From an optimization exercise on the open Yosys and OpenROAD flow, aimed at small area, a short achievable clock period and few clock cycles; shortcuts taken in it are not production practice. In this exercise RTL edits were held to simulation tests only and were not proved equivalent to the original.

## flow/design.v (module list and top-level ports; edited modules follow where they fit)
// module hbx_conv: 37 lines
// module hbx_geo_num: 389 lines
// module hbx_geo_e9: 421 lines
// module hbx_geo_e4: 45 lines
// module hbx_add3: 12 lines
// module hbx_dd4: 22 lines
// module hbx_bcd8: 21 lines
// module hbx_geo_text: 65 lines
// module hbx: 307 lines
module hbx (
    input  wire        clk,
    input  wire        rst,       
    input  wire        req,
    input  wire        we,
    input  wire [7:0]  addr,
    input  wire [1:0]  size,
    input  wire [31:0] wdata,
    output reg  [31:0] rdata,
    output reg         resp,      
    output wire        ack,
    output wire        irq
);
  // ...
==> flow/run.sh <==
#!/bin/bash
# synth_recipe.tcl (not shown) runs the flow's synth.tcl, then flattens the netlist and writes it again
# the make line also repeats each setting of config.mk as NAME=value (left out here)
make -C /OpenROAD-flow-scripts/flow DESIGN_CONFIG=/design/flow/config.mk WORK_HOME=/design/flow/orfs CLKGATE_MAP_FILE= SYNTH_SCRIPT=/design/flow/synth_recipe.tcl finish
==> flow/config.mk <==
export PLATFORM = sky130hd
export DESIGN_NAME = hbx
export DESIGN_NICKNAME = hbx
export VERILOG_FILES = /design/flow/design.v
export SDC_FILE = /design/flow/constraint.sdc
export NUM_CORES = 4
export LEC_CHECK = 0
export ABC_AREA = 1
export CAP_MARGIN = 30
export CORE_MARGIN = 2
export CORE_UTILIZATION = 40
export SLEW_MARGIN = 20
==> flow/constraint.sdc <==
create_clock -name core_clock -period 50.0 [get_ports {clk}]
set_input_delay 10.0000 -clock core_clock [delete_from_list [all_inputs] [get_ports {clk}]]
set_output_delay 10.0000 -clock core_clock [all_outputs]
set_load 0.01 [all_outputs]
==> impl_metrics.json, run 1 <==
{
  "synth_cells": 9595,
  "final-clk-cell-share_pct": 3.899,
  "regArea_sq_mm": 0.01834,
  "min_to": "hex_data[156]$_SDFFE_PP0P_",
  "htreeDepth": 3,
  "hold_path_depth": 2,
  "largest_reg_flops": 256,
  "grt_pass1_wl_um": 569000,
  "synth_compound_area_share_pct": 24.59,
  "netlist_area_sq_mm": 0.06557,
  "timing.final.crit_share_pct": 51.21,
  "finalCriticalPeriod_ns": 25.61,
  "worstSkewPairLatency_ns": 0.79,
  "multi_input_area_share_pct": 55.76,
  "vias_per_cell": 6.476,
  "fp.dieW_um": 408.9,
  "post-cts-setup-buffer-count": 0,
  "design.seq.count": 713,
  "die_area_sq_mm": 0.1672,
  "startpoint_type": "input pin",
  "cts_buffers": 87,
  "synth_most_common_cell": "nand2_1",
  "outcome": "timing/DRC/antenna clean",
  "cap_violations": 0,
  "grt_pass1_vias": 69580,
  "top_usage_layer": "met2",
  "num_rows": 148,
  "crit_cells": 16,
  "fillers": 16844,
  "yosys_warnings": 7,
  "synth-seq-area-share_pct": 27.97,
  "wl_met1_um": 149200,
  "end_kind": "output pin"
}
Testbench counts, summed over its fixed seeds: cycles 20,843.
==> module hbx_conv, before the edit <==
module hbx_conv (
    input  wire [255:0] hex_data,
    input  wire [5:0]   n,
    input  wire [7:0]   width,
    output reg  [2:0]   err,       
    output wire [127:0] value
);
    reg  [31:0]  is_digit;
    reg  [127:0] digits;           
    integer k;
    reg [7:0] c;
    always @(*) begin
        for (k = 0; k < 32; k = k + 1) begin
            c = hex_data[8*k +: 8];
            is_digit[k] = (c[7:4] == 4'h3 && (c[3] == 1'b0 || c[2:1] == 2'b00)) ||
                          ((c[7:5] == 3'b010 || c[7:5] == 3'b011) && c[4] == 1'b0 &&
                           c[2:0] != 3'd0 && c[2:0] != 3'd7 && c[3] == 1'b0);
            digits[127-4*k -: 4] = c[6] ? {1'b1, c[2:0] + 3'd1} : c[3:0];
        end
    end
    reg all_digits;
    always @(*) begin
        all_digits = 1'b1;
        for (k = 0; k < 32; k = k + 1)
            if (k < n && !is_digit[k])
                all_digits = 1'b0;
    end
    wire [4:0] shift = 5'd0 - n[4:0];      
    assign value = digits >> {shift, 2'b00};
    always @(*) begin
        if (width > 8'd128)    err = 3'd5;
        else if (n > 6'd32)    err = 3'd6;
        else if (n == 6'd0)    err = 3'd1;
        else if (!all_digits)  err = 3'd1;
        else                   err = 3'd0;
    end
endmodule
==> module hbx_add3, before the edit <==
module hbx_add3 (
    input  wire [3:0] d,
    output reg  [3:0] y
);
    always @(*) begin
        case (d)
            4'd5: y = 4'd8;  4'd6: y = 4'd9;  4'd7: y = 4'd10;
            4'd8: y = 4'd11; 4'd9: y = 4'd12;
            default: y = d;
        endcase
    end
endmodule
==> module hbx_bcd8, before the edit <==
module hbx_bcd8 (
    input  wire [7:0]  b,
    output wire [11:0] d
);
    function [3:0] add3;
        input [3:0] x;
        add3 = (x >= 4'd5) ? x + 4'd3 : x;
    endfunction
    reg [19:0] s;
    integer i;
    always @(*) begin
        s = {12'd0, b};
        for (i = 0; i < 8; i = i + 1) begin
            s[11:8]  = add3(s[11:8]);
            s[15:12] = add3(s[15:12]);
            s[19:16] = add3(s[19:16]);
            s = s << 1;
        end
    end
    assign d = s[19:8];
endmodule
==> module hbx_geo_text, before the edit <==
module hbx_geo_text #(
    parameter [7:0] POS_LETTER = "N",
    parameter [7:0] NEG_LETTER = "S"
) (
    input  wire [7:0]   deg,
    input  wire [5:0]   mn,
    input  wire         hem,
    input  wire [23:0]  sd,
    output wire [4:0]   text_len,
    output wire [159:0] text       
);
    wire [11:0] dg, dm;
    hbx_bcd8 u_dg (.b(deg), .d(dg));
    hbx_bcd8 u_dm (.b({2'b00, mn}), .d(dm));
    wire [3:0] deg_d2 = dg[11:8], deg_d1 = dg[7:4], deg_d0 = dg[3:0];
    wire [3:0] min_d1 = dm[7:4],  min_d0 = dm[3:0];
    wire [3:0] si_d1  = sd[23:20], si_d0 = sd[19:16];
    wire [3:0] sf_d3  = sd[15:12], sf_d2 = sd[11:8], sf_d1 = sd[7:4], sf_d0 = sd[3:0];
    wire deg3 = (deg >= 8'd100);
    wire deg2 = (deg >= 8'd10);
    wire min2 = (mn >= 6'd10);
    wire sec2 = (si_d1 != 4'd0);
    wire [7:0] ch_d2 = {4'h3, deg_d2}, ch_d1 = {4'h3, deg_d1}, ch_d0 = {4'h3, deg_d0};
    wire [7:0] ch_m1 = {4'h3, min_d1}, ch_m0 = {4'h3, min_d0};
    wire [7:0] ch_s1 = {4'h3, si_d1},  ch_s0 = {4'h3, si_d0};
    wire [7:0] letter = hem ? POS_LETTER : NEG_LETTER;
    wire [39:0] seg_a = deg3 ? {8'hB0, 8'hC2, ch_d0, ch_d1, ch_d2} :
                        deg2 ? {8'h00, 8'hB0, 8'hC2, ch_d0, ch_d1} :
                               {16'h0000, 8'hB0, 8'hC2, ch_d0};
    wire [2:0]  len_a = deg3 ? 3'd5 : deg2 ? 3'd4 : 3'd3;
    wire [23:0] seg_b = min2 ? {8'h27, ch_m0, ch_m1} : {8'h00, 8'h27, ch_m0};
    wire [1:0]  len_b = min2 ? 2'd3 : 2'd2;
    reg  [55:0] tail;
    reg  [2:0]  len_f;
    always @(*) begin
        if (sf_d0 != 4'd0) begin
            tail = {letter, 8'h22, 4'h3, sf_d0, 4'h3, sf_d1, 4'h3, sf_d2, 4'h3, sf_d3, 8'h2E}; len_f = 3'd5;
        end else if (sf_d1 != 4'd0) begin
            tail = {8'h00, letter, 8'h22, 4'h3, sf_d1, 4'h3, sf_d2, 4'h3, sf_d3, 8'h2E}; len_f = 3'd4;
        end else if (sf_d2 != 4'd0) begin
            tail = {16'h0000, letter, 8'h22, 4'h3, sf_d2, 4'h3, sf_d3, 8'h2E}; len_f = 3'd3;
        end else if (sf_d3 != 4'd0) begin
            tail = {24'h000000, letter, 8'h22, 4'h3, sf_d3, 8'h2E}; len_f = 3'd2;
        end else begin
            tail = {40'd0, letter, 8'h22}; len_f = 3'd0;
        end
    end
    wire [71:0] seg_c = sec2 ? {tail, ch_s0, ch_s1} : {8'h00, tail, ch_s0};
    wire [3:0]  len_c = {1'b0, len_f} + (sec2 ? 4'd4 : 4'd3);
    wire [63:0] ab = (len_a == 3'd5) ? {seg_b, seg_a} :
                     (len_a == 3'd4) ? {8'h00, seg_b, seg_a[31:0]} :
                                       {16'h0000, seg_b, seg_a[23:0]};
    wire [3:0]  len_ab = len_a + len_b;               
    reg  [159:0] txt;
    always @(*) begin
        case (len_ab)
            4'd5:    txt = {32'd0, 16'd0, seg_c, ab[39:0]};
            4'd6:    txt = {32'd0,  8'd0, seg_c, ab[47:0]};
            4'd7:    txt = {32'd0,        seg_c, ab[55:0]};
            default: txt = {24'd0,        seg_c, ab[63:0]};
        endcase
    end
    assign text     = txt;
    assign text_len = len_ab + len_c;
endmodule
==> run 2: changes to the inputs <==
--- a/flow/design.v
+++ b/flow/design.v
@@ -1,5 +1,6 @@
 module hbx_conv (
     input  wire [255:0] hex_data,
+    input  wire [7:0]   hex_v,     
     input  wire [5:0]   n,
     input  wire [7:0]   width,
     output reg  [2:0]   err,       
@@ -12,19 +13,16 @@
     always @(*) begin
         for (k = 0; k < 32; k = k + 1) begin
             c = hex_data[8*k +: 8];
-            is_digit[k] = (c[7:4] == 4'h3 && (c[3] == 1'b0 || c[2:1] == 2'b00)) ||
-                          ((c[7:5] == 3'b010 || c[7:5] == 3'b011) && c[4] == 1'b0 &&
-                           c[2:0] != 3'd0 && c[2:0] != 3'd7 && c[3] == 1'b0);
-            digits[127-4*k -: 4] = c[6] ? {1'b1, c[2:0] + 3'd1} : c[3:0];
+            is_digit[k] = hex_v[k/4] &&
+                          ((c[7:4] == 4'h3 && (c[3] == 1'b0 || c[2:1] == 2'b00)) ||
+                           (c[7] == 1'b0 && c[6] == 1'b1 && c[4:3] == 2'b00 &&
+                            c[2:0] != 3'd0 && c[2:0] != 3'd7));
+            digits[127-4*k -: 4] = {c[6] | c[3], c[2] ^ (c[6] & c[1] & c[0]),
+                                    c[1] ^ (c[6] & c[0]), c[0] ^ c[6]};
         end
     end
-    reg all_digits;
-    always @(*) begin
-        all_digits = 1'b1;
-        for (k = 0; k < 32; k = k + 1)
-            if (k < n && !is_digit[k])
-                all_digits = 1'b0;
-    end
+    wire [31:0] therm = ~(32'hFFFFFFFF << n[4:0]) | {32{n[5]}};
+    wire all_digits = &(is_digit | ~therm);
     wire [4:0] shift = 5'd0 - n[4:0];      
     assign value = digits >> {shift, 2'b00};
     always @(*) begin
@@ -213,215 +211,69 @@
     wire n_168 = deg[7] ^ 1'b1;
     wire n_169 = deg[7] & 1'b1;
     wire n_170 = sr[0] ^ neg;
-    wire n_171 = sr[1] ^ neg;
-    wire n_172 = sr[2] ^ neg;
-    wire n_173 = sr[3] ^ neg;
-    wire n_174 = sr[4] ^ neg;
-    wire n_175 = neg ^ n_118;
-    wire n_176 = n_120 ^ n_119;
-    wire n_177 = n_122 ^ n_121;
-    wire n_178 = n_124 ^ n_123;
-    wire n_179 = n_126 ^ n_125;
-    wire n_180 = n_128 ^ n_127;
-    wire n_181 = n_130 ^ n_129;
-    wire n_182 = n_132 ^ n_131;
-    wire n_183 = n_134 ^ n_133;
-    wire n_184 = n_136 ^ n_135;
-    wire n_185 = n_138 ^ n_137;
-    wire n_186 = n_140 ^ n_139;
-    wire n_187 = n_142 ^ n_141;
-    wire n_188 = n_144 ^ n_143;
-    wire n_189 = n_146 ^ n_145;
-    wire n_190 = n_148 ^ n_147;
-    wire n_191 = n_150 ^ n_149;
-    wire n_192 = n_152 ^ n_151;
-    wire n_193 = n_154 ^ n_153;
-    wire n_194 = n_156 ^ n_155;
-    wire n_195 = n_158 ^ n_157;
-    wire n_196 = n_160 ^ n_159;
-    wire n_197 = n_162 ^ n_161;
-    wire n_198 = n_164 ^ n_163;
-    wire n_199 = n_166 ^ n_165;
-    wire n_200 = n_168 ^ n_167;
-    wire n_201 = 1'b1 ^ n_169;
-    wire n_202 = sr[0] & neg;
-    wire n_203 = sr[1] & neg;
-    wire n_204 = sr[2] & neg;
-    wire n_205 = sr[3] & neg;
-    wire n_206 = sr[4] & neg;
-    wire n_207 = neg & n_118;
-    wire n_208 = n_120 & n_119;
-    wire n_209 = n_122 & n_121;
-    wire n_210 = n_124 & n_123;
-    wire n_211 = n_126 & n_125;
-    wire n_212 = n_128 & n_127;
-    wire n_213 = n_130 & n_129;
-    wire n_214 = n_132 & n_131;
-    wire n_215 = n_134 & n_133;
-    wire n_216 = n_136 & n_135;
-    wire n_217 = n_138 & n_137;
-    wire n_218 = n_140 & n_139;
-    wire n_219 = n_142 & n_141;
-    wire n_220 = n_144 & n_143;
-    wire n_221 = n_146 & n_145;
-    wire n_222 = n_148 & n_147;
-    wire n_223 = n_150 & n_149;
-    wire n_224 = n_152 & n_151;
-    wire n_225 = n_154 & n_153;
-    wire n_226 = n_156 & n_155;
-    wire n_227 = n_158 & n_157;
-    wire n_228 = n_160 & n_159;
-    wire n_229 = n_162 & n_161;
-    wire n_230 = n_164 & n_163;
-    wire n_231 = n_166 & n_165;
-    wire n_232 = n_168 & n_167;
-    wire n_233 = 1'b1 & n_169;
-    wire n_234 = n_203 | (n_171 & n_202);
-    wire n_235 = n_171 & n_170;
-    wire n_236 = n_205 | (n_173 & n_204);
-    wire n_237 = n_173 & n_172;
-    wire n_238 = n_207 | (n_175 & n_206);
-    wire n_239 = n_175 & n_174;
-    wire n_240 = n_209 | (n_177 & n_208);
-    wire n_241 = n_177 & n_176;
-    wire n_242 = n_211 | (n_179 & n_210);
-    wire n_243 = n_179 & n_178;
-    wire n_244 = n_213 | (n_181 & n_212);
-    wire n_245 = n_181 & n_180;
-    wire n_246 = n_215 | (n_183 & n_214);
-    wire n_247 = n_183 & n_182;
-    wire n_248 = n_217 | (n_185 & n_216);
-    wire n_249 = n_185 & n_184;
-    wire n_250 = n_219 | (n_187 & n_218);
-    wire n_251 = n_187 & n_186;
-    wire n_252 = n_221 | (n_189 & n_220);
-    wire n_253 = n_189 & n_188;
-    wire n_254 = n_223 | (n_191 & n_222);
-    wire n_255 = n_191 & n_190;
-    wire n_256 = n_225 | (n_193 & n_224);
-    wire n_257 = n_193 & n_192;
-    wire n_258 = n_227 | (n_195 & n_226);
-    wire n_259 = n_195 & n_194;
-    wire n_260 = n_229 | (n_197 & n_228);
-    wire n_261 = n_197 & n_196;
-    wire n_262 = n_231 | (n_199 & n_230);
-    wire n_263 = n_199 & n_198;
-    wire n_264 = n_233 | (n_201 & n_232);
-    wire n_265 = n_201 & n_200;
-    wire n_266 = n_236 | (n_237 & n_234);
-    wire n_267 = n_237 & n_235;
-    wire n_268 = n_240 | (n_241 & n_238);
-    wire n_269 = n_241 & n_239;
-    wire n_270 = n_244 | (n_245 & n_242);
-    wire n_271 = n_245 & n_243;
-    wire n_272 = n_248 | (n_249 & n_246);
-    wire n_273 = n_249 & n_247;
-    wire n_274 = n_252 | (n_253 & n_250);
-    wire n_275 = n_253 & n_251;
-    wire n_276 = n_256 | (n_257 & n_254);
-    wire n_277 = n_257 & n_255;
-    wire n_278 = n_260 | (n_261 & n_258);
-    wire n_279 = n_261 & n_259;
-    wire n_280 = n_264 | (n_265 & n_262);
-    wire n_281 = n_265 & n_263;
-    wire n_282 = n_268 | (n_269 & n_266);
-    wire n_283 = n_269 & n_267;
-    wire n_284 = n_272 | (n_273 & n_270);
-    wire n_285 = n_273 & n_271;
-    wire n_286 = n_276 | (n_277 & n_274);
-    wire n_287 = n_277 & n_275;
-    wire n_288 = n_280 | (n_281 & n_278);
-    wire n_289 = n_281 & n_279;
-    wire n_290 = n_284 | (n_285 & n_282);
-    wire n_291 = n_285 & n_283;
-    wire n_292 = n_288 | (n_289 & n_286);
-    wire n_293 = n_289 & n_287;
-    wire n_294 = n_292 | (n_293 & n_290);
-    wire n_295 = n_293 & n_291;
-    wire n_296 = n_286 | (n_287 & n_290);
-    wire n_297 = n_287 & n_291;
-    wire n_298 = n_270 | (n_271 & n_282);
-    wire n_299 = n_271 & n_283;
-    wire n_300 = n_274 | (n_275 & n_290);
-    wire n_301 = n_275 & n_291;
-    wire n_302 = n_278 | (n_279 & n_296);
-    wire n_303 = n_279 & n_297;
-    wire n_304 = n_238 | (n_239 & n_266);
-    wire n_305 = n_239 & n_267;
-    wire n_306 = n_242 | (n_243 & n_282);
-    wire n_307 = n_243 & n_283;
-    wire n_308 = n_246 | (n_247 & n_298);
-    wire n_309 = n_247 & n_299;
-    wire n_310 = n_250 | (n_251 & n_290);
-    wire n_311 = n_251 & n_291;
-    wire n_312 = n_254 | (n_255 & n_300);
-    wire n_313 = n_255 & n_301;
-    wire n_314 = n_258 | (n_259 & n_296);
-    wire n_315 = n_259 & n_297;
-    wire n_316 = n_262 | (n_263 & n_302);
-    wire n_317 = n_263 & n_303;
-    wire n_318 = n_204 | (n_172 & n_234);
-    wire n_319 = n_172 & n_235;
-    wire n_320 = n_206 | (n_174 & n_266);
-    wire n_321 = n_174 & n_267;
-    wire n_322 = n_208 | (n_176 & n_304);
-    wire n_323 = n_176 & n_305;
-    wire n_324 = n_210 | (n_178 & n_282);
-    wire n_325 = n_178 & n_283;
-    wire n_326 = n_212 | (n_180 & n_306);
-    wire n_327 = n_180 & n_307;
-    wire n_328 = n_214 | (n_182 & n_298);
-    wire n_329 = n_182 & n_299;
-    wire n_330 = n_216 | (n_184 & n_308);
-    wire n_331 = n_184 & n_309;
-    wire n_332 = n_218 | (n_186 & n_290);
-    wire n_333 = n_186 & n_291;
-    wire n_334 = n_220 | (n_188 & n_310);
-    wire n_335 = n_188 & n_311;
-    wire n_336 = n_222 | (n_190 & n_300);
-    wire n_337 = n_190 & n_301;
-    wire n_338 = n_224 | (n_192 & n_312);
-    wire n_339 = n_192 & n_313;
-    wire n_340 = n_226 | (n_194 & n_296);
-    wire n_341 = n_194 & n_297;
-    wire n_342 = n_228 | (n_196 & n_314);
-    wire n_343 = n_196 & n_315;
-    wire n_344 = n_230 | (n_198 & n_302);
-    wire n_345 = n_198 & n_303;
-    wire n_346 = n_232 | (n_200 & n_316);
-    wire n_347 = n_200 & n_317;
-    wire n_348 = n_171 ^ n_202;
-    wire n_349 = n_172 ^ n_234;
-    wire n_350 = n_173 ^ n_318;
-    wire n_351 = n_174 ^ n_266;
-    wire n_352 = n_175 ^ n_320;
-    wire n_353 = n_176 ^ n_304;
-    wire n_354 = n_177 ^ n_322;
-    wire n_355 = n_178 ^ n_282;
-    wire n_356 = n_179 ^ n_324;
-    wire n_357 = n_180 ^ n_306;
-    wire n_358 = n_181 ^ n_326;
-    wire n_359 = n_182 ^ n_298;
-    wire n_360 = n_183 ^ n_328;
-    wire n_361 = n_184 ^ n_308;
-    wire n_362 = n_185 ^ n_330;
-    wire n_363 = n_186 ^ n_290;
-    wire n_364 = n_187 ^ n_332;
-    wire n_365 = n_188 ^ n_310;
-    wire n_366 = n_189 ^ n_334;
-    wire n_367 = n_190 ^ n_300;
-    wire n_368 = n_191 ^ n_336;
-    wire n_369 = n_192 ^ n_312;
-    wire n_370 = n_193 ^ n_338;
-    wire n_371 = n_194 ^ n_296;
-    wire n_372 = n_195 ^ n_340;
-    wire n_373 = n_196 ^ n_314;
-    wire n_374 = n_197 ^ n_342;
-    wire n_375 = n_198 ^ n_302;
-    wire n_376 = n_199 ^ n_344;
-    wire n_377 = n_200 ^ n_316;
-    wire n_378 = n_201 ^ n_346;
-    wire [31:0] s = {n_378, n_377, n_376, n_375, n_374, n_373, n_372, n_371, n_370, n_369, n_368, n_367, n_366, n_365, n_364, n_363, n_362, n_361, n_360, n_359, n_358, n_357, n_356, n_355, n_354, n_353, n_352, n_351, n_350, n_349, n_348, n_170};
+    wire n_171 = sr[0] & neg;
+    wire n_172 = sr[1] ^ neg ^ n_171;
+    wire n_173 = (sr[1] & neg) | (sr[1] & n_171) | (neg & n_171);
+    wire n_174 = sr[2] ^ neg ^ n_173;
+    wire n_175 = (sr[2] & neg) | (sr[2] & n_173) | (neg & n_173);
+    wire n_176 = sr[3] ^ neg ^ n_175;
+    wire n_177 = (sr[3] & neg) | (sr[3] & n_175) | (neg & n_175);
+    wire n_178 = sr[4] ^ neg ^ n_177;
+    wire n_179 = (sr[4] & neg) | (sr[4] & n_177) | (neg & n_177);
+    wire n_180 = neg ^ n_118 ^ n_179;
+    wire n_181 = (neg & n_118) | (neg & n_179) | (n_118 & n_179);
+    wire n_182 = n_120 ^ n_119 ^ n_181;
+    wire n_183 = (n_120 & n_119) | (n_120 & n_181) | (n_119 & n_181);
+    wire n_184 = n_122 ^ n_121 ^ n_183;
+    wire n_185 = (n_122 & n_121) | (n_122 & n_183) | (n_121 & n_183);
+    wire n_186 = n_124 ^ n_123 ^ n_185;
+    wire n_187 = (n_124 & n_123) | (n_124 & n_185) | (n_123 & n_185);
+    wire n_188 = n_126 ^ n_125 ^ n_187;
+    wire n_189 = (n_126 & n_125) | (n_126 & n_187) | (n_125 & n_187);
+    wire n_190 = n_128 ^ n_127 ^ n_189;
+    wire n_191 = (n_128 & n_127) | (n_128 & n_189) | (n_127 & n_189);
+    wire n_192 = n_130 ^ n_129 ^ n_191;
+    wire n_193 = (n_130 & n_129) | (n_130 & n_191) | (n_129 & n_191);
+    wire n_194 = n_132 ^ n_131 ^ n_193;
+    wire n_195 = (n_132 & n_131) | (n_132 & n_193) | (n_131 & n_193);
+    wire n_196 = n_134 ^ n_133 ^ n_195;
+    wire n_197 = (n_134 & n_133) | (n_134 & n_195) | (n_133 & n_195);
+    wire n_198 = n_136 ^ n_135 ^ n_197;
+    wire n_199 = (n_136 & n_135) | (n_136 & n_197) | (n_135 & n_197);
+    wire n_200 = n_138 ^ n_137 ^ n_199;
+    wire n_201 = (n_138 & n_137) | (n_138 & n_199) | (n_137 & n_199);
+    wire n_202 = n_140 ^ n_139 ^ n_201;
+    wire n_203 = (n_140 & n_139) | (n_140 & n_201) | (n_139 & n_201);
+    wire n_204 = n_142 ^ n_141 ^ n_203;
+    wire n_205 = (n_142 & n_141) | (n_142 & n_203) | (n_141 & n_203);
+    wire n_206 = n_144 ^ n_143 ^ n_205;
+    wire n_207 = (n_144 & n_143) | (n_144 & n_205) | (n_143 & n_205);
+    wire n_208 = n_146 ^ n_145 ^ n_207;
+    wire n_209 = (n_146 & n_145) | (n_146 & n_207) | (n_145 & n_207);
+    wire n_210 = n_148 ^ n_147 ^ n_209;
+    wire n_211 = (n_148 & n_147) | (n_148 & n_209) | (n_147 & n_209);
+    wire n_212 = n_150 ^ n_149 ^ n_211;
+    wire n_213 = (n_150 & n_149) | (n_150 & n_211) | (n_149 & n_211);
+    wire n_214 = n_152 ^ n_151 ^ n_213;
+    wire n_215 = (n_152 & n_151) | (n_152 & n_213) | (n_151 & n_213);
+    wire n_216 = n_154 ^ n_153 ^ n_215;
+    wire n_217 = (n_154 & n_153) | (n_154 & n_215) | (n_153 & n_215);
+    wire n_218 = n_156 ^ n_155 ^ n_217;
+    wire n_219 = (n_156 & n_155) | (n_156 & n_217) | (n_155 & n_217);
+    wire n_220 = n_158 ^ n_157 ^ n_219;
+    wire n_221 = (n_158 & n_157) | (n_158 & n_219) | (n_157 & n_219);
+    wire n_222 = n_160 ^ n_159 ^ n_221;
+    wire n_223 = (n_160 & n_159) | (n_160 & n_221) | (n_159 & n_221);
+    wire n_224 = n_162 ^ n_161 ^ n_223;
+    wire n_225 = (n_162 & n_161) | (n_162 & n_223) | (n_161 & n_223);
+    wire n_226 = n_164 ^ n_163 ^ n_225;
+    wire n_227 = (n_164 & n_163) | (n_164 & n_225) | (n_163 & n_225);
+    wire n_228 = n_166 ^ n_165 ^ n_227;
+    wire n_229 = (n_166 & n_165) | (n_166 & n_227) | (n_165 & n_227);
+    wire n_230 = n_168 ^ n_167 ^ n_229;
+    wire n_231 = (n_168 & n_167) | (n_168 & n_229) | (n_167 & n_229);
+    wire n_232 = 1'b1 ^ n_169 ^ n_231;
+    wire [31:0] s = {n_232, n_230, n_228, n_226, n_224, n_222, n_220, n_218, n_216, n_214, n_212, n_210, n_208, n_206, n_204, n_202, n_200, n_198, n_196, n_194, n_192, n_190, n_188, n_186, n_184, n_182, n_180, n_178, n_176, n_174, n_172, n_170};
     assign num = s ^ {32{neg}};
 endmodule
 module hbx_geo_e9 (
@@ -892,23 +744,20 @@
 endmodule
 module hbx_add3 (
     input  wire [3:0] d,
-    output reg  [3:0] y
+    output wire [3:0] y
 );
-    always @(*) begin
-        case (d)
-            4'd5: y = 4'd8;  4'd6: y = 4'd9;  4'd7: y = 4'd10;
-            4'd8: y = 4'd11; 4'd9: y = 4'd12;
-            default: y = d;
-        endcase
-    end
+    assign y[3] = d[3] | (d[2] & (d[1] | d[0]));
+    assign y[2] = (d[3] & d[0]) | (d[2] & ~d[1] & ~d[0]);
+    assign y[1] = (d[1] & (~d[2] | d[0])) | (d[3] & ~d[0]);
+    assign y[0] = d[3] ? ~d[0] : (d[2] ? (d[1] & ~d[0]) : d[0]);
 endmodule
-module hbx_dd4 (
+module hbx_dd3 (
     input  wire [23:0] bi,
-    input  wire [3:0]  nb,
+    input  wire [2:0]  nb,
     output wire [23:0] bo
 );
-    wire [23:0] s0, s1, s2, s3;
-    wire [23:0] a0, a1, a2, a3;
+    wire [23:0] s0, s1, s2;
+    wire [23:0] a0, a1, a2;
     assign s0 = bi;
     genvar j;
     generate
@@ -916,49 +765,49 @@
             hbx_add3 u0 (.d(s0[4*j +: 4]), .y(a0[4*j +: 4]));
             hbx_add3 u1 (.d(s1[4*j +: 4]), .y(a1[4*j +: 4]));
             hbx_add3 u2 (.d(s2[4*j +: 4]), .y(a2[4*j +: 4]));
-            hbx_add3 u3 (.d(s3[4*j +: 4]), .y(a3[4*j +: 4]));
         end
     endgenerate
-    assign s1 = {a0[22:0], nb[3]};
-    assign s2 = {a1[22:0], nb[2]};
-    assign s3 = {a2[22:0], nb[1]};
-    assign bo = {a3[22:0], nb[0]};
+    assign s1 = {a0[22:0], nb[2]};
+    assign s2 = {a1[22:0], nb[1]};
+    assign bo = {a2[22:0], nb[0]};
 endmodule
 module hbx_bcd8 (
     input  wire [7:0]  b,
     output wire [11:0] d
 );
-    function [3:0] add3;
-        input [3:0] x;
-        add3 = (x >= 4'd5) ? x + 4'd3 : x;
-    endfunction
-    reg [19:0] s;
-    integer i;
-    always @(*) begin
-        s = {12'd0, b};
-        for (i = 0; i < 8; i = i + 1) begin
-            s[11:8]  = add3(s[11:8]);
-            s[15:12] = add3(s[15:12]);
-            s[19:16] = add3(s[19:16]);
-            s = s << 1;
-        end
-    end
-    assign d = s[19:8];
+    wire [3:0] c1, c2, c3, c4, c5, c6, c7;
+    hbx_add3 u1 (.d({1'b0, b[7:5]}),        .y(c1));
+    hbx_add3 u2 (.d({c1[2:0], b[4]}),       .y(c2));
+    hbx_add3 u3 (.d({c2[2:0], b[3]}),       .y(c3));
+    hbx_add3 u4 (.d({c3[2:0], b[2]}),       .y(c4));
+    hbx_add3 u5 (.d({c4[2:0], b[1]}),       .y(c5));
+    hbx_add3 u6 (.d({1'b0, c1[3], c2[3], c3[3]}), .y(c6));
+    hbx_add3 u7 (.d({c6[2:0], c4[3]}),      .y(c7));
+    assign d = {2'b00, c6[3], c7[3:0], c5[3:0], b[0]};
+endmodule
+module hbx_bcd6 (
+    input  wire [5:0] b,
+    output wire [7:0] d
+);
+    wire [3:0] c1, c2, c3;
+    hbx_add3 u1 (.d({1'b0, b[5:3]}),  .y(c1));
+    hbx_add3 u2 (.d({c1[2:0], b[2]}), .y(c2));
+    hbx_add3 u3 (.d({c2[2:0], b[1]}), .y(c3));
+    assign d = {1'b0, c1[3], c2[3], c3[3], c3[2:0], b[0]};
 endmodule
-module hbx_geo_text #(
-    parameter [7:0] POS_LETTER = "N",
-    parameter [7:0] NEG_LETTER = "S"
-) (
+module hbx_geo_text (
     input  wire [7:0]   deg,
     input  wire [5:0]   mn,
     input  wire         hem,
+    input  wire         lon,       
     input  wire [23:0]  sd,
     output wire [4:0]   text_len,
     output wire [159:0] text       
 );
-    wire [11:0] dg, dm;
+    wire [11:0] dg;
+    wire [7:0]  dm;
     hbx_bcd8 u_dg (.b(deg), .d(dg));
-    hbx_bcd8 u_dm (.b({2'b00, mn}), .d(dm));
+    hbx_bcd6 u_dm (.b(mn),  .d(dm));
     wire [3:0] deg_d2 = dg[11:8], deg_d1 = dg[7:4], deg_d0 = dg[3:0];
     wire [3:0] min_d1 = dm[7:4],  min_d0 = dm[3:0];
     wire [3:0] si_d1  = sd[23:20], si_d0 = sd[19:16];
@@ -970,7 +819,7 @@
     wire [7:0] ch_d2 = {4'h3, deg_d2}, ch_d1 = {4'h3, deg_d1}, ch_d0 = {4'h3, deg_d0};
     wire [7:0] ch_m1 = {4'h3, min_d1}, ch_m0 = {4'h3, min_d0};
     wire [7:0] ch_s1 = {4'h3, si_d1},  ch_s0 = {4'h3, si_d0};
-    wire [7:0] letter = hem ? POS_LETTER : NEG_LETTER;
+    wire [7:0] letter = lon ? (hem ? "E" : "W") : (hem ? "N" : "S");
     wire [39:0] seg_a = deg3 ? {8'hB0, 8'hC2, ch_d0, ch_d1, ch_d2} :
                         deg2 ? {8'h00, 8'hB0, 8'hC2, ch_d0, ch_d1} :
                                {16'h0000, 8'hB0, 8'hC2, ch_d0};
@@ -1010,6 +859,22 @@
     assign text     = txt;
     assign text_len = len_ab + len_c;
 endmodule
+module hbx_geo_len (
+    input  wire [7:0]  deg,
+    input  wire [5:0]  mn,
+    input  wire [23:0] sd,
+    output wire [4:0]  len
+);
+    wire deg3 = (deg >= 8'd100);
+    wire deg2 = (deg >= 8'd10);
+    wire min2 = (mn >= 6'd10);
+    wire sec2 = (sd[23:20] != 4'd0);
+    wire [2:0] len_f = (sd[3:0]   != 4'd0) ? 3'd5 :
+                       (sd[7:4]   != 4'd0) ? 3'd4 :
+                       (sd[11:8]  != 4'd0) ? 3'd3 :
+                       (sd[15:12] != 4'd0) ? 3'd2 : 3'd0;
+    assign len = 5'd8 + deg3 + deg2 + min2 + sec2 + len_f;
+endmodule
 module hbx (
     input  wire        clk,
     input  wire        rst,       
@@ -1018,106 +883,32 @@
     input  wire [7:0]  addr,
     input  wire [1:0]  size,
     input  wire [31:0] wdata,
-    output reg  [31:0] rdata,
-    output reg         resp,      
+    output wire [31:0] rdata,
+    output wire        resp,      
     output wire        ack,
     output wire        irq
 );
     localparam [31:0] ID_VALUE    = 32'h48425831;
     localparam [31:0] PARAM_VALUE = 32'h01098020;
-    reg         ctrl_ie;
-    reg         busy, done, bvalid, svalid, gvalid, wbusy;
-    reg  [2:0]  err;               
-    reg  [31:0] cmd;
-    reg  [5:0]  hex_len;
+    localparam [9:0]  P_STATUS    = {8'h0C, 2'd2};
+    reg          ctrl_ie;
+    reg          busy, done, bvalid, svalid, gvalid, wbusy;
+    reg  [2:0]   err;              
+    reg  [31:0]  cmd;
+    reg          cmd_v;            
+    reg  [5:0]   hex_len;
     reg  [255:0] hex_data;
+    reg  [7:0]   hex_v;            
     reg  [7:0]   bwidth;           
     reg  [127:0] bits;             
     reg  [15:0]  sfrm;             
     reg  [63:0]  gfrm;             
-    assign irq = done & ctrl_ie;
-    reg [7:0] rawlen;
-    integer k;
-    always @(*) begin
-        rawlen = 8'd1;
-        for (k = 0; k < 128; k = k + 1)
-            if (bits[k]) rawlen = k + 1;
-    end
-    wire [7:0] blen = (bwidth > rawlen) ? bwidth : rawlen;
     reg  [2:0]   eng;              
-    reg  [31:0]  num_lat, num_lon;
-    reg  [38:0]  e9_lat, e9_lon;
     reg  [23:0]  sd_lat, sd_lon;   
-    wire [7:0]  lat_deg = gfrm[63:56], lon_deg = gfrm[31:24];
-    wire [5:0]  lat_mn  = gfrm[55:50], lon_mn  = gfrm[23:18];
-    wire [16:0] lat_sr  = gfrm[49:33], lon_sr  = gfrm[17:1];
-    wire        lat_hem = gfrm[32],    lon_hem = gfrm[0];
-    wire [19:0] lat_e4, lon_e4;
-    hbx_geo_e4 u_e4a (.sr(lat_sr), .e4(lat_e4));
-    hbx_geo_e4 u_e4o (.sr(lon_sr), .e4(lon_e4));
-    wire        n_lon = (eng != 3'd1);
-    wire [31:0] n_out;
-    hbx_geo_num u_num (
-        .deg (n_lon ? lon_deg : lat_deg),
-        .mn  (n_lon ? lon_mn  : lat_mn),
-        .sr  (n_lon ? lon_sr  : lat_sr),
-        .neg (n_lon ? ~lon_hem : ~lat_hem),
-        .num (n_out)
-    );
-    wire        e_lon = (eng != 3'd2);
-    wire [38:0] e_out;
-    hbx_geo_e9 u_e9 (
-        .num (e_lon ? num_lon : num_lat),
-        .neg (e_lon ? ~lon_hem : ~lat_hem),
-        .e9  (e_out)
-    );
-    reg  [3:0]  nib_lat, nib_lon;
-    always @(*) begin
-        case (eng)
-            3'd1:    begin nib_lat = lat_e4[19:16]; nib_lon = lon_e4[19:16]; end
-            3'd2:    begin nib_lat = lat_e4[15:12]; nib_lon = lon_e4[15:12]; end
-            3'd3:    begin nib_lat = lat_e4[11:8];  nib_lon = lon_e4[11:8];  end
-            3'd4:    begin nib_lat = lat_e4[7:4];   nib_lon = lon_e4[7:4];   end
-            default: begin nib_lat = lat_e4[3:0];   nib_lon = lon_e4[3:0];   end
-        endcase
-    end
-    wire [23:0] sd_lat_n, sd_lon_n;
-    hbx_dd4 u_dda (.bi(eng == 3'd1 ? 24'd0 : sd_lat), .nb(nib_lat), .bo(sd_lat_n));
-    hbx_dd4 u_ddo (.bi(eng == 3'd1 ? 24'd0 : sd_lon), .nb(nib_lon), .bo(sd_lon_n));
-    always @(posedge clk) begin
-        if (eng == 3'd1) num_lat <= n_out;
-        if (eng == 3'd2) num_lon <= n_out;
-        if (eng == 3'd2) e9_lat  <= e_out;
-        if (eng == 3'd3) e9_lon  <= e_out;
-        if (eng != 3'd0) begin
-            sd_lat <= sd_lat_n;
-            sd_lon <= sd_lon_n;
-        end
-    end
-    wire [4:0]   lat_len, lon_len;
-    wire [159:0] lat_text, lon_text;
-    hbx_geo_text #(.POS_LETTER("N"), .NEG_LETTER("S")) u_txa (
-        .deg(lat_deg), .mn(lat_mn), .hem(lat_hem), .sd(sd_lat),
-        .text_len(lat_len), .text(lat_text)
-    );
-    hbx_geo_text #(.POS_LETTER("E"), .NEG_LETTER("W")) u_txo (
-        .deg(lon_deg), .mn(lon_mn), .hem(lon_hem), .sd(sd_lon),
-        .text_len(lon_len), .text(lon_text)
-    );
-    wire [31:0] lat_dmh    = {15'd0, lat_hem, 2'b00, lat_mn, lat_deg};
-    wire [31:0] lon_dmh    = {15'd0, lon_hem, 2'b00, lon_mn, lon_deg};
-    wire [31:0] lat_secraw = {15'd0, lat_sr};
-    wire [31:0] lon_secraw = {15'd0, lon_sr};
-    wire [31:0] lat_sece4  = {12'd0, lat_e4};
-    wire [31:0] lon_sece4  = {12'd0, lon_e4};
-    wire [31:0] lat_e9lo   = e9_lat[31:0];
-    wire [31:0] lat_e9hi   = {{25{e9_lat[38]}}, e9_lat[38:32]};
-    wire [31:0] lon_e9lo   = e9_lon[31:0];
-    wire [31:0] lon_e9hi   = {{25{e9_lon[38]}}, e9_lon[38:32]};
-    wire [31:0] lat_num    = num_lat;
-    wire [31:0] lon_num    = num_lon;
-    wire [31:0] status_word = {15'd0, wbusy, 5'd0, gvalid, svalid, bvalid,
-                               1'b0, err, 2'b00, done, busy};
+    reg  [31:0]  pf_data;          
+    reg  [9:0]   pred;             
+    reg          pf_resp;          
+    reg          pf_valid;
     reg [1:0] acc;
     always @(*) begin
         casez (addr[7:2])
@@ -1138,78 +929,19 @@
             default:                      acc = 2'd0;
         endcase
     end
-    reg g_wait;
-    always @(*) begin
-        case (addr[7:2])
-            6'h1F:                        g_wait = (eng == 3'd1);                  
-            6'h20, 6'h21, 6'h27:          g_wait = (eng == 3'd1 || eng == 3'd2);   
-            6'h28, 6'h29:                 g_wait = (eng != 3'd0 && eng <= 3'd3);   
-            6'h2A, 6'h2C, 6'h2D, 6'h2E, 6'h2F, 6'h30,
-            6'h34, 6'h35, 6'h36, 6'h37, 6'h38:
-                                          g_wait = (eng != 3'd0);                  
-            default:                      g_wait = 1'b0;
-        endcase
-    end
-    assign ack = ~(req & ~we & g_wait);
     wire bad_form = (size != 2'd2) || (addr[1:0] != 2'b00);
     wire slverr   = bad_form || (acc == 2'd0) || (we && acc == 2'd1);
-    wire wr_ok    = req && we && !slverr;    
+    wire w_able   = (addr[7:5] == 3'b001) ||
+                    (addr[7:5] == 3'b000 && (addr[4:3] == 2'b01 || addr[4:3] == 2'b10));
+    wire rd_req   = req && !we;
+    wire hit      = pf_valid && ({addr, size} == pred);
+    wire wr_ok    = req && we && !slverr;
     wire wr_input = wr_ok && (addr[7:2] == 6'h04 || addr[7:2] == 6'h05 || addr[7:5] == 3'b001);
-    reg [31:0] rval;
-    always @(*) begin
-        rval = 32'd0;
-        case (addr[7:2])
-            6'h00: rval = ID_VALUE;
-            6'h01: rval = PARAM_VALUE;
-            6'h02: rval = {31'd0, ctrl_ie};
-            6'h03: rval = status_word;
-            6'h04: rval = cmd;
-            6'h05: rval = {26'd0, hex_len};
-            6'h08: rval = hex_data[ 31:  0];
-            6'h09: rval = hex_data[ 63: 32];
-            6'h0A: rval = hex_data[ 95: 64];
-            6'h0B: rval = hex_data[127: 96];
-            6'h0C: rval = hex_data[159:128];
-            6'h0D: rval = hex_data[191:160];
-            6'h0E: rval = hex_data[223:192];
-            6'h0F: rval = hex_data[255:224];
-            6'h10: if (bvalid) rval = {24'd0, blen};
-            6'h11: if (bvalid) rval = {24'd0, rawlen};
-            6'h14: if (bvalid) rval = bits[ 31:  0];
-            6'h15: if (bvalid) rval = bits[ 63: 32];
-            6'h16: if (bvalid) rval = bits[ 95: 64];
-            6'h17: if (bvalid) rval = bits[127: 96];
-            6'h18: if (svalid) rval = {14'd0, sfrm[14], sfrm[15], 2'b00, sfrm[13:0]};
-            6'h1C: if (gvalid) rval = lat_dmh;
-            6'h1D: if (gvalid) rval = lat_secraw;
-            6'h1E: if (gvalid) rval = lat_sece4;
-            6'h1F: if (gvalid) rval = lat_num;
-            6'h20: if (gvalid) rval = lat_e9lo;
-            6'h21: if (gvalid) rval = lat_e9hi;
-            6'h24: if (gvalid) rval = lon_dmh;
-            6'h25: if (gvalid) rval = lon_secraw;
-            6'h26: if (gvalid) rval = lon_sece4;
-            6'h27: if (gvalid) rval = lon_num;
-            6'h28: if (gvalid) rval = lon_e9lo;
-            6'h29: if (gvalid) rval = lon_e9hi;
-            6'h2A: if (gvalid) rval = {19'd0, lon_len, 3'd0, lat_len};
-            6'h2C: if (gvalid) rval = lat_text[ 31:  0];
-            6'h2D: if (gvalid) rval = lat_text[ 63: 32];
-            6'h2E: if (gvalid) rval = lat_text[ 95: 64];
-            6'h2F: if (gvalid) rval = lat_text[127: 96];
-            6'h30: if (gvalid) rval = lat_text[159:128];
-            6'h34: if (gvalid) rval = lon_text[ 31:  0];
-            6'h35: if (gvalid) rval = lon_text[ 63: 32];
-            6'h36: if (gvalid) rval = lon_text[ 95: 64];
-            6'h37: if (gvalid) rval = lon_text[127: 96];
-            6'h38: if (gvalid) rval = lon_text[159:128];
-            default: rval = 32'd0;
-        endcase
-    end
-    always @(*) begin
-        resp  = slverr;
-        rdata = bad_form ? 32'd0 : rval;
-    end
+    wire rd_done  = rd_req && hit;
+    assign ack   = !(rd_req && !hit);
+    assign resp  = we ? (bad_form || !w_able) : pf_resp;
+    assign rdata = pf_data;
+    assign irq   = done & ctrl_ie;
     wire [3:0] op        = cmd[3:0];
     wire [7:0] cmd_width = cmd[15:8];
     wire       rsv_ok    = (cmd[31:16] == 16'd0) && (cmd[7:4] == 4'd0);
@@ -1234,11 +966,15 @@
     wire [127:0] conv_value;
     hbx_conv u_conv (
         .hex_data (hex_data),
+        .hex_v    (hex_v),
         .n        (hex_len),
         .width    (conv_w),
         .err      (conv_err),
         .value    (conv_value)
     );
+    wire [7:0] rawlen;
+    hbx_siglen u_sl (.v(bits), .len(rawlen));
+    wire [7:0] blen = (bwidth > rawlen) ? bwidth : rawlen;
     wire [127:0] src     = do_conv ? conv_value : bits;
     wire         stat_ok = do_conv ? (conv_value[127:16] == 112'd0)
                                    : (bvalid && blen == 8'd16);
@@ -1254,61 +990,74 @@
         else if (do_geo && !geo_ok)                  fin_err = 3'd2;
         else                                         fin_err = 3'd0;
     end
-    always @(posedge clk) begin
-        if (rst) begin
-            ctrl_ie  <= 1'b0;
-            busy     <= 1'b0;
-            done     <= 1'b0;
-            err      <= 3'd0;
-            wbusy    <= 1'b0;
-            bvalid   <= 1'b0;
-            svalid   <= 1'b0;
-            gvalid   <= 1'b0;
-            eng      <= 3'd0;
-            cmd      <= 32'd0;
-            hex_len  <= 6'd0;
-            hex_data <= 256'd0;
-        end else begin
-            if (wr_ok && addr[7:2] == 6'h02)
-                ctrl_ie <= wdata[0];
-            if (wr_ok && addr[7:2] == 6'h03) begin
-                if (wdata[1])  done  <= 1'b0;
-                if (wdata[16]) wbusy <= 1'b0;
-            end
-            if (wr_input && busy) begin
-                wbusy <= 1'b1;                        
-            end else if (wr_input) begin
-                if (addr[7:2] == 6'h05)
-                    hex_len <= wdata[5:0];
-                else if (addr[7:5] == 3'b001)
-                    hex_data[addr[4:2]*32 +: 32] <= wdata;
-                else begin                            
-                    cmd   <= wdata;
-                    busy  <= 1'b1;
-                    done  <= 1'b0;
-                    err   <= 3'd0;
-                    if (w_tgt_b) bvalid <= 1'b0;
-                    if (w_tgt_s) svalid <= 1'b0;
-                    if (w_tgt_g) gvalid <= 1'b0;
-                end
+    wire geo_start = busy && do_geo && pre_ok && geo_ok;
+    reg        ctrl_ie_nx, busy_nx, done_nx, bvalid_nx, svalid_nx, gvalid_nx, wbusy_nx;
+    reg [2:0]  err_nx, eng_nx;
+    reg        cmd_v_nx;
+    reg [5:0]  hex_len_nx;
+    reg [7:0]  hex_v_nx;
+    reg        accept;
+    always @(*) begin
+        ctrl_ie_nx = ctrl_ie; busy_nx = busy; done_nx = done; err_nx = err;
+        bvalid_nx = bvalid; svalid_nx = svalid; gvalid_nx = gvalid; wbusy_nx = wbusy;
+        cmd_v_nx = cmd_v; hex_len_nx = hex_len; hex_v_nx = hex_v;
+        eng_nx = eng;
+        accept = 1'b0;
+        if (wr_ok && addr[7:2] == 6'h02)
+            ctrl_ie_nx = wdata[0];
+        if (wr_ok && addr[7:2] == 6'h03) begin
+            if (wdata[1])  done_nx  = 1'b0;
+            if (wdata[16]) wbusy_nx = 1'b0;
+        end
+        if (wr_input && busy) begin
+            wbusy_nx = 1'b1;                          
+        end else if (wr_input) begin
+            if (addr[7:2] == 6'h05)
+                hex_len_nx = wdata[5:0];
+            else if (addr[7:5] == 3'b001)
+                hex_v_nx[addr[4:2]] = 1'b1;
+            else begin                                
+                accept   = 1'b1;
+                cmd_v_nx = 1'b1;
+                busy_nx  = 1'b1;
+                done_nx  = 1'b0;
+                err_nx   = 3'd0;
+                if (w_tgt_b) bvalid_nx = 1'b0;
+                if (w_tgt_s) svalid_nx = 1'b0;
+                if (w_tgt_g) gvalid_nx = 1'b0;
             end
-            if (eng != 3'd0)
-                eng <= (eng == 3'd5) ? 3'd0 : eng + 3'd1;
-            if (busy) begin
-                busy <= 1'b0;
-                done <= 1'b1;
-                err  <= fin_err;
-                if (is_clr) wbusy <= 1'b0;
-                if (do_conv && conv_ok) bvalid <= 1'b1;
-                if (do_stat && pre_ok && stat_ok) svalid <= 1'b1;
-                if (do_geo  && pre_ok && geo_ok) begin
-                    gvalid <= 1'b1;
-                    eng    <= 3'd1;
-                end
+        end
+        if (eng != 3'd0)
+            eng_nx = eng + 3'd1;                      
+        if (busy) begin
+            busy_nx = 1'b0;
+            done_nx = 1'b1;
+            err_nx  = fin_err;
+            if (is_clr) wbusy_nx = 1'b0;
+            if (do_conv && conv_ok) bvalid_nx = 1'b1;
+            if (do_stat && pre_ok && stat_ok) svalid_nx = 1'b1;
+            if (geo_start) begin
+                gvalid_nx = 1'b1;
+                eng_nx    = 3'd1;
             end
         end
+        if (rst) begin
+            ctrl_ie_nx = 1'b0; busy_nx = 1'b0; done_nx = 1'b0; err_nx = 3'd0;
+            wbusy_nx = 1'b0; bvalid_nx = 1'b0; svalid_nx = 1'b0; gvalid_nx = 1'b0;
+            eng_nx = 3'd0; cmd_v_nx = 1'b0; hex_len_nx = 6'd0; hex_v_nx = 8'd0;
+        end
     end
     always @(posedge clk) begin
+        ctrl_ie <= ctrl_ie_nx; busy <= busy_nx; done <= done_nx; err <= err_nx;
+        bvalid <= bvalid_nx; svalid <= svalid_nx; gvalid <= gvalid_nx; wbusy <= wbusy_nx;
+        eng <= eng_nx; cmd_v <= cmd_v_nx; hex_len <= hex_len_nx; hex_v <= hex_v_nx;
+    end
+    wire hex_we = wr_input && !busy && addr[7:5] == 3'b001;
+    always @(posedge clk) begin
+        if (hex_we)
+            hex_data[addr[4:2]*32 +: 32] <= wdata;
+        if (accept)
+            cmd <= wdata;
         if (busy && do_conv) begin
             bits   <= conv_value;
             bwidth <= conv_w;
@@ -1316,4 +1065,224 @@
         if (busy && do_stat) sfrm <= src[15:0];
         if (busy && do_geo)  gfrm <= src[87:24];
     end
+    wire [7:0]  lat_deg = gfrm[63:56], lon_deg = gfrm[31:24];
+    wire [5:0]  lat_mn  = gfrm[55:50], lon_mn  = gfrm[23:18];
+    wire [16:0] lat_sr  = gfrm[49:33], lon_sr  = gfrm[17:1];
+    wire        lat_hem = gfrm[32],    lon_hem = gfrm[0];
+    wire [19:0] lat_e4, lon_e4;
+    hbx_geo_e4 u_e4a (.sr(lat_sr), .e4(lat_e4));
+    hbx_geo_e4 u_e4o (.sr(lon_sr), .e4(lon_e4));
+    wire [20:0] lat_e4x = {1'b0, lat_e4}, lon_e4x = {1'b0, lon_e4};
+    reg  [2:0]  nib_lat, nib_lon;
+    always @(*) begin
+        case (eng)
+            3'd1:    begin nib_lat = lat_e4x[20:18]; nib_lon = lon_e4x[20:18]; end
+            3'd2:    begin nib_lat = lat_e4x[17:15]; nib_lon = lon_e4x[17:15]; end
+            3'd3:    begin nib_lat = lat_e4x[14:12]; nib_lon = lon_e4x[14:12]; end
+            3'd4:    begin nib_lat = lat_e4x[11:9];  nib_lon = lon_e4x[11:9];  end
+            3'd5:    begin nib_lat = lat_e4x[8:6];   nib_lon = lon_e4x[8:6];   end
+            3'd6:    begin nib_lat = lat_e4x[5:3];   nib_lon = lon_e4x[5:3];   end
+            default: begin nib_lat = lat_e4x[2:0];   nib_lon = lon_e4x[2:0];   end
+        endcase
+    end
+    wire [23:0] sd_lat_s, sd_lon_s;
+    hbx_dd3 u_dda (.bi(eng == 3'd1 ? 24'd0 : sd_lat), .nb(nib_lat), .bo(sd_lat_s));
+    hbx_dd3 u_ddo (.bi(eng == 3'd1 ? 24'd0 : sd_lon), .nb(nib_lon), .bo(sd_lon_s));
+    wire [23:0] sd_lat_nx  = (eng != 3'd0) ? sd_lat_s : sd_lat;
+    wire [23:0] sd_lon_nx  = (eng != 3'd0) ? sd_lon_s : sd_lon;
+    always @(posedge clk) begin
+        sd_lat <= sd_lat_nx;
+        sd_lon <= sd_lon_nx;
+    end
+    reg [7:0] first_rd;
+    always @(*) begin
+        case (op)
+            4'h4:    first_rd = 8'h60;    
+            4'h5:    first_rd = 8'h7C;    
+            4'h1:    first_rd = 8'h40;    
+            default: first_rd = 8'h10;    
+        endcase
+    end
+    reg [7:0] succ;
+    always @(*) begin
+        case (pred[9:2])
+            8'h84:   succ = 8'h9C;
+            8'hA8:   succ = 8'hB0;
+            8'hC0:   succ = 8'hD0;
+            8'h44:   succ = 8'h50;
+            default: succ = pred[9:2] + 8'h04;
+        endcase
+    end
+    function lon_word;
+        input [5:0] w;
+        lon_word = (w >= 6'h24 && w <= 6'h29) || (w >= 6'h34 && w <= 6'h38);
+    endfunction
+    wire gsel = !pf_valid          ? lon_word(pred[9:4]) :
+                (pred == P_STATUS) ? 1'b0 : lon_word(succ[7:2]);
+    wire [7:0]  g_deg = gsel ? lon_deg : lat_deg;
+    wire [5:0]  g_mn  = gsel ? lon_mn  : lat_mn;
+    wire [16:0] g_sr  = gsel ? lon_sr  : lat_sr;
+    wire        g_hem = gsel ? lon_hem : lat_hem;
+    wire [31:0] g_num;
+    wire [38:0] g_e9;
+    hbx_geo_num u_num (.deg(g_deg), .mn(g_mn), .sr(g_sr), .neg(~g_hem), .num(g_num));
+    reg  [31:0] nreg;
+    reg         ncoord, nvalid;
+    always @(posedge clk) begin
+        nreg   <= g_num;
+        ncoord <= gsel;
+        nvalid <= !busy;                    
+    end
+    hbx_geo_e9  u_e9  (.num(nreg), .neg(ncoord ? ~lon_hem : ~lat_hem), .e9(g_e9));
+    wire       miss = rd_req && !hit;
+    reg  [9:0] psel;
+    always @(*) begin
+        if (rd_done && pred == P_STATUS)
+            psel = busy ? P_STATUS : {first_rd, 2'd2};
+        else if (rd_done)
+            psel = {succ, 2'd2};
+        else if (accept)
+            psel = P_STATUS;
+        else
+            psel = pred;
+    end
+    wire [9:0] pred_nx = miss ? {addr, size} : psel;
+    wire [7:0]  p_a  = psel[9:2];
+    wire        p_ok = (psel[1:0] == 2'd2) && (p_a[1:0] == 2'b00);
+    wire [5:0]  p_w  = p_a[7:2];
+    reg  [1:0]  p_acc;
+    always @(*) begin
+        casez (p_w)
+            6'h00, 6'h01, 6'h02, 6'h03, 6'h04, 6'h05,
+            6'b001???, 6'h10, 6'h11, 6'h14, 6'h15, 6'h16, 6'h17, 6'h18,
+            6'h1C, 6'h1D, 6'h1E, 6'h1F, 6'h20, 6'h21,
+            6'h24, 6'h25, 6'h26, 6'h27, 6'h28, 6'h29, 6'h2A,
+            6'h2C, 6'h2D, 6'h2E, 6'h2F, 6'h30,
+            6'h34, 6'h35, 6'h36, 6'h37, 6'h38: p_acc = 2'd1;
+            default:                           p_acc = 2'd0;
+        endcase
+    end
+    wire [31:0] status_nx = {15'd0, wbusy_nx, 5'd0, gvalid_nx, svalid_nx, bvalid_nx,
+                             1'b0, err_nx, 2'b00, done_nx, busy_nx};
+    wire [31:0] hex_word   = hex_data[p_w[2:0]*32 +: 32];
+    wire [4:0]   t_len_unused;
+    wire [159:0] t_text;
+    hbx_geo_text u_txt (
+        .deg (g_deg),
+        .mn  (g_mn),
+        .hem (g_hem),
+        .lon (gsel),
+        .sd  (gsel ? sd_lon_nx : sd_lat_nx),
+        .text_len (t_len_unused),
+        .text(t_text)
+    );
+    wire [4:0] lat_len, lon_len;
+    hbx_geo_len u_lna (.deg(lat_deg), .mn(lat_mn), .sd(sd_lat_nx), .len(lat_len));
+    hbx_geo_len u_lno (.deg(lon_deg), .mn(lon_mn), .sd(sd_lon_nx), .len(lon_len));
+    reg [31:0] pval;
+    always @(*) begin
+        pval = 32'd0;
+        if (p_ok) begin
+            case (p_w)
+                6'h00: pval = ID_VALUE;
+                6'h01: pval = PARAM_VALUE;
+                6'h02: pval = {31'd0, ctrl_ie_nx};
+                6'h03: pval = status_nx;
+                6'h04: if (cmd_v) pval = cmd;
+                6'h05: pval = {26'd0, hex_len_nx};
+                6'h08, 6'h09, 6'h0A, 6'h0B,
+                6'h0C, 6'h0D, 6'h0E, 6'h0F:
+                       if (hex_v_nx[p_w[2:0]]) pval = hex_word;
+                6'h10: if (bvalid) pval = {24'd0, blen};
+                6'h11: if (bvalid) pval = {24'd0, rawlen};
+                6'h14: if (bvalid) pval = bits[ 31:  0];
+                6'h15: if (bvalid) pval = bits[ 63: 32];
+                6'h16: if (bvalid) pval = bits[ 95: 64];
+                6'h17: if (bvalid) pval = bits[127: 96];
+                6'h18: if (svalid) pval = {14'd0, sfrm[14], sfrm[15], 2'b00, sfrm[13:0]};
+                6'h1C: if (gvalid) pval = {15'd0, lat_hem, 2'b00, lat_mn, lat_deg};
+                6'h1D: if (gvalid) pval = {15'd0, lat_sr};
+                6'h1E: if (gvalid) pval = {12'd0, lat_e4};
+                6'h1F, 6'h27: if (gvalid) pval = g_num;
+                6'h20, 6'h28: if (gvalid) pval = g_e9[31:0];
+                6'h21, 6'h29: if (gvalid) pval = {{25{g_e9[38]}}, g_e9[38:32]};
+                6'h24: if (gvalid) pval = {15'd0, lon_hem, 2'b00, lon_mn, lon_deg};
+                6'h25: if (gvalid) pval = {15'd0, lon_sr};
+                6'h26: if (gvalid) pval = {12'd0, lon_e4};
+                6'h2A: if (gvalid) pval = {19'd0, lon_len, 3'd0, lat_len};
+                6'h2C, 6'h34: if (gvalid) pval = t_text[ 31:  0];
+                6'h2D, 6'h35: if (gvalid) pval = t_text[ 63: 32];
+                6'h2E, 6'h36: if (gvalid) pval = t_text[ 95: 64];
+                6'h2F, 6'h37: if (gvalid) pval = t_text[127: 96];
+                6'h30, 6'h38: if (gvalid) pval = t_text[159:128];
+                default: pval = 32'd0;
+            endcase
+        end
+    end
+    reg p_exact;
+    always @(*) begin
+        p_exact = (pred_nx == psel);
+        if (p_w >= 6'h10 && busy)
+            p_exact = 1'b0;                            
+        if ((p_w == 6'h04 || p_w[5:3] == 3'b001) && wr_input)
+            p_exact = 1'b0;                            
+        case (p_w)
+            6'h1F, 6'h27,
+            6'h2C, 6'h2D, 6'h2E, 6'h2F, 6'h30,
+            6'h34, 6'h35, 6'h36, 6'h37, 6'h38:
+                if (gsel != lon_word(p_w)) p_exact = 1'b0;
+            6'h20, 6'h21, 6'h28, 6'h29:
+                if (!nvalid || ncoord != lon_word(p_w)) p_exact = 1'b0;
+            default: ;
+        endcase
+        case (p_w)
+            6'h2A, 6'h2C, 6'h2D, 6'h2E, 6'h2F, 6'h30,
+            6'h34, 6'h35, 6'h36, 6'h37, 6'h38:
+                if (eng_nx != 3'd0) p_exact = 1'b0;    
+            default: ;
+        endcase
+    end
+    always @(posedge clk) begin
+        pred     <= pred_nx;
+        pf_data  <= pval;
+        pf_resp  <= !p_ok || p_acc == 2'd0;
+        pf_valid <= !rst && p_exact;
+    end
+endmodule
+module hbx_siglen (
+    input  wire [127:0] v,
+    output wire [7:0]   len
+);
+    wire [31:0] nz0;
+    wire [63:0] bl0;
+    genvar i;
+    generate
+        for (i = 0; i < 32; i = i + 1) begin : g_d
+            wire [3:0] d = v[4*i +: 4];
+            assign nz0[i] = |d;
+            assign bl0[2*i +: 2] = d[3] ? 2'd3 : d[2] ? 2'd2 : d[1] ? 2'd1 : 2'd0;
+        end
+        wire [15:0] nz1; wire [16*3-1:0] pb1;
+        for (i = 0; i < 16; i = i + 1) begin : g_1
+            assign nz1[i] = nz0[2*i+1] | nz0[2*i];
+            assign pb1[3*i +: 3] = nz0[2*i+1] ? {1'b1, bl0[4*i+2 +: 2]} : {1'b0, bl0[4*i +: 2]};
+        end
+        wire [7:0] nz2; wire [8*4-1:0] pb2;
+        for (i = 0; i < 8; i = i + 1) begin : g_2
+            assign nz2[i] = nz1[2*i+1] | nz1[2*i];
+            assign pb2[4*i +: 4] = nz1[2*i+1] ? {1'b1, pb1[6*i+3 +: 3]} : {1'b0, pb1[6*i +: 3]};
+        end
+        wire [3:0] nz3; wire [4*5-1:0] pb3;
+        for (i = 0; i < 4; i = i + 1) begin : g_3
+            assign nz3[i] = nz2[2*i+1] | nz2[2*i];
+            assign pb3[5*i +: 5] = nz2[2*i+1] ? {1'b1, pb2[8*i+4 +: 4]} : {1'b0, pb2[8*i +: 4]};
+        end
+        wire [1:0] nz4; wire [2*6-1:0] pb4;
+        for (i = 0; i < 2; i = i + 1) begin : g_4
+            assign nz4[i] = nz3[2*i+1] | nz3[2*i];
+            assign pb4[6*i +: 6] = nz3[2*i+1] ? {1'b1, pb3[10*i+5 +: 5]} : {1'b0, pb3[10*i +: 5]};
+        end
+        wire [6:0] pb5 = nz4[1] ? {1'b1, pb4[11:6]} : {1'b0, pb4[5:0]};
+        assign len = {1'b0, pb5} + 8'd1;
+    endgenerate
 endmodule
==> run 2 against run 1 <==
Effect of this change:
- synthesized area fell by 14%
- first-iteration DRC count fell by 19%
- count of clock-buffer cells in the layout fell by 14
- core utilization fell by 0.23 points
- clock skew rose by 0.037 ns
- still clean on timing, DRC and antenna
==> impl_metrics.json, run 2 <==
{
  "outcome": "timing/DRC/antenna clean",
  "core_area_sq_mm": 0.1409,
  "netlist_area_sq_mm": 0.05659,
  "fp.dieW_um": 380.1,
  "syn2layout_area_growth_pct": 9.884,
  "ys_types": 70,
  "finalCriticalPeriod_ns": 22.26,
  "fillers": 14623,
  "synthTopCellsByArea": "edfxtp_1 (27%), nand2_1 (9.0%), o21ai_0 (8.5%)",
  "layout_common_cells": "nand2_1 (1352), inv_1 (1230), o21ai_0 (962), nor2_1 (610), edfxtp_1 (504)",
  "synth-seq-area-share_pct": 32.19,
  "cp_max_fo": 11,
  "postRouteAntennaNets": 0,
  "ys_ff_latch": 658,
  "hp-class": "flop to flop",
  "crit_path_max_incr_delay_ns": 0.62,
  "path_clk_slew_ns": 0.06,
  "r2r_cells": 58,
  "postSynthAreaPerCell_sq_um": 7.253,
  "hold_viol": 0,
  "post-cts-setup-buffer-count": 0,
  "cts_tree": "yes",
  "crit_buf_inv": 3,
  "synth_area_leader_cell": "edfxtp_1",
  "yosys_warnings": 4,
  "drc": 0,
  "hold_path_depth": 0,
  "port-buffer-count": 80,
  "boundaryPins": 81,
  "yosys-top-cells-count": "nand2_1 (1358), inv_1 (1239), o21ai_0 (964)",
  "antenna_found_initial": 21,
  "cap_violations": 0,
  "setup_viol": 0,
  "fin_worst_skew_ns": 0.08384,
  "cp_common_cell": "nand2_1",
  "cp.arrival_ns": 12.26,
  "ys.flop_type": "edfxtp_1",
  "regArea_sq_mm": 0.01822,
  "die_h_um": 380.1,
  "largest_reg_flops": 256,
  "nets": 8119,
  "num_rows": 138,
  "dr_total_vias": 60983,
  "wl_um": 299600,
  "drive_above_1_share_pct": 5.125,
  "fin_area_sq_mm": 0.06218,
  "overflow": 0,
  "grt_max_degree": 139,
  "end_kind": "output pin",
  "die_area_sq_mm": 0.1445,
  "crit_family": "buffers and inverters",
  "syn_nets": 8197,
  "placed_cell_area_sq_mm": 0.05943,
  "initial_utilization_pct": 40.16,
  "worst_pin_slew_ns": 1.233,
  "worstSetupPathType": "input pin to output pin",
  "synth_cells": 7802,
  "drt_iter0_markers": 9886,
  "cts_buffer_depth": 3,
  "finalSetupTns_ns": 0,
  "grtUsageTotal_pct": 40.04,
  "drv_slew": 0,
  "htreeDepth": 3,
  "rsz0062_at_grt": "false",
  "startpoint_type": "input pin",
  "crit_required_ns": 40.00,
  "worstSkewPairLatency_ns": 0.75,
  "synth-async-reset-ratio_pct": 0,
  "cts_sinks": 658,
  "crit_cells": 8,
  "grt_pass1_wl_um": 417900,
  "wl_per_cell_um": 30.93,
  "max-slew-margin-rel_pct": 17.25,
  "worstPathCellList": "clkdlybuf4s50_1 -> inv_1 -> nand2_1 -> nand2_1 -> nor4_1 -> nand4_1 -> nand2_1 -> clkdlybuf4s50_1",
  "cts_buffers": 81,
  "max_freq_mhz": 44.92,
  "grt_pass1_vias": 56101,
  "netlist.area_leader.share_pct": 26.75,
  "synth_edf_count": 504,
  "vias_per_cell": 6.295,
  "cts_hold_buf": 0,
  "gp_congestion": 1.119,
  "multiInputGateArea_sq_mm": 0.03237,
  "root_buffer": "clkbuf_16",
  "timing.final.crit_share_pct": 44.52,
  "crit_slowest_cell": "clkdlybuf4s50_1",
  "first_pass_iters": 9,
  "synth_most_common_cell": "nand2_1",
  "cts_resized": 0,
  "final_common_cell": "nand2_1",
  "dp_hpwl_um": 237500
}
## run 2: cell types whose count changed after synthesis, moves of 24 or more
cell,delta
clkbuf_1,-136
a21oi_1,-343
o21ai_0,-180
inv_1,-141
a22oi_1,-144
nand4_1,-82
o211ai_1,-24
nor2_1,-264
dfxtp_1,-153
nand2_1,-480
o22ai_1,+210
ha_1,-136
edfxtp_1,+98
nand3_1,+66
## run 2: layer usage
layer | wire length, um | GRT usage [%] | up-vias
met5 | 145 | 0 | -
met4 | 23600 | 25.60 | 20
met3 | 36100 | 11.00 | 891
met2 | 127100 | 60.30 | 4050
met1 | 112700 | 50.51 | 29211
li1 | - | - | 26811
## run 2: final cells by class
| cell class | instances | area share [%] |
|---|---|---|
| Clock buffer | 98 | 3.395 |
| Clock inverter | 47 | 0.8371 |
| Tap cell | 1890 | 3.803 |
| Timing Repair Buffer | 210 | 2.914 |
| Multi-Input combinational cell | 5510 | 52.06 |
| Antenna cell | 11 | 0.04427 |
| Sequential cell | 658 | 29.30 |
| Inverter | 1263 | 7.645 |
## run 2: worst paths after layout
path	startpoint	end	slack [ns]
worst max-delay path	addr[5]	ack	27.74
worst min-delay path	cmd[10]$_DFFE_PP_	bwidth[2]$_DFFE_PP_	0.48
worst max register to register	pred[5]$_DFF_P_	pf_data[30]$_SDFF_PN0_	31.03
worst min register to register	cmd[10]$_DFFE_PP_	bwidth[2]$_DFFE_PP_	0.48
## run 2: cell families (layout without fill, tap and decap cells)
kind of cell,after synthesis,count (layout),synth area share (%)
simple gates,2740,2740,20.59
fa+ha+maj,349,349,9.508
xor+xnor,183,183,2.846
other cells,0,11,0
compound gates,2186,2186,23.07
mux,52,52,0.9198
flops,658,658,32.19
buf+inv,1634,1618,10.87
## run 2: metrics by stage
| stage | setup WS (ns) | std cells | util (%) | hold slack [ns] |
|---|---|---|---|---|
| 2_1_floorplan | 29.10 | 7802 | - | 0.4509 |
| 3_3_place_gp | 27.69 | 9510 | 42.11 | 0.4395 |
| 3_5_place_dp | 27.78 | 9521 | 42.18 | 0.4641 |
| 4_1_cts | 27.77 | 9666 | 44.05 | 0.4772 |
| 5_1_grt | 27.61 | 9676 | 44.11 | 0.4808 |
| 6_report | 27.74 | 9687 | 44.13 | 0.4774 |
## run 2: worst register-to-register path, delay by kind of cell (launching register included)
family	cells	cell delay, ns
compound gates	9	2.64
xor+xnor	1	0.24
fa+ha+maj	28	11.71
buf+inv	9	1.13
flops	1	0.42
simple gates	11	2.67
Testbench counts of run 2, summed over its fixed seeds: cycles 20,843.

what the ideal ports hide:
The flow's constraints put no driver on any port. The routed layouts listed below were extracted and timed again, unchanged, in two steps. Step 1 assumes that a clkbuf_16 drives the clock port and a buf_2 every other input. Step 2 times the ports against the registers' clock, not the clock port: input delays grow and output delays shrink by t, the midpoint of the rising clock arrivals with the driver on. a / b / c = ideal / step 1 / step 2; a / b = the first two.
run | t (ns) | setup slack, ns | worst hold slack (ns) | worst data-port slew with drivers (ns)
run 1 | 0.860 | 24.394 / 24.371 / 24.371 | 0.467 / 0.467 / 0.467 | 0.07
run 2 | 0.788 | 27.738 / 27.714 / 27.714 | 0.477 / 0.477 / 0.477 | 0.05
After both steps every run listed still meets setup and hold. For run 2, which loses most, drivers alone change the setup slack by -0.024 ns; drivers and shift together by -0.024 ns.
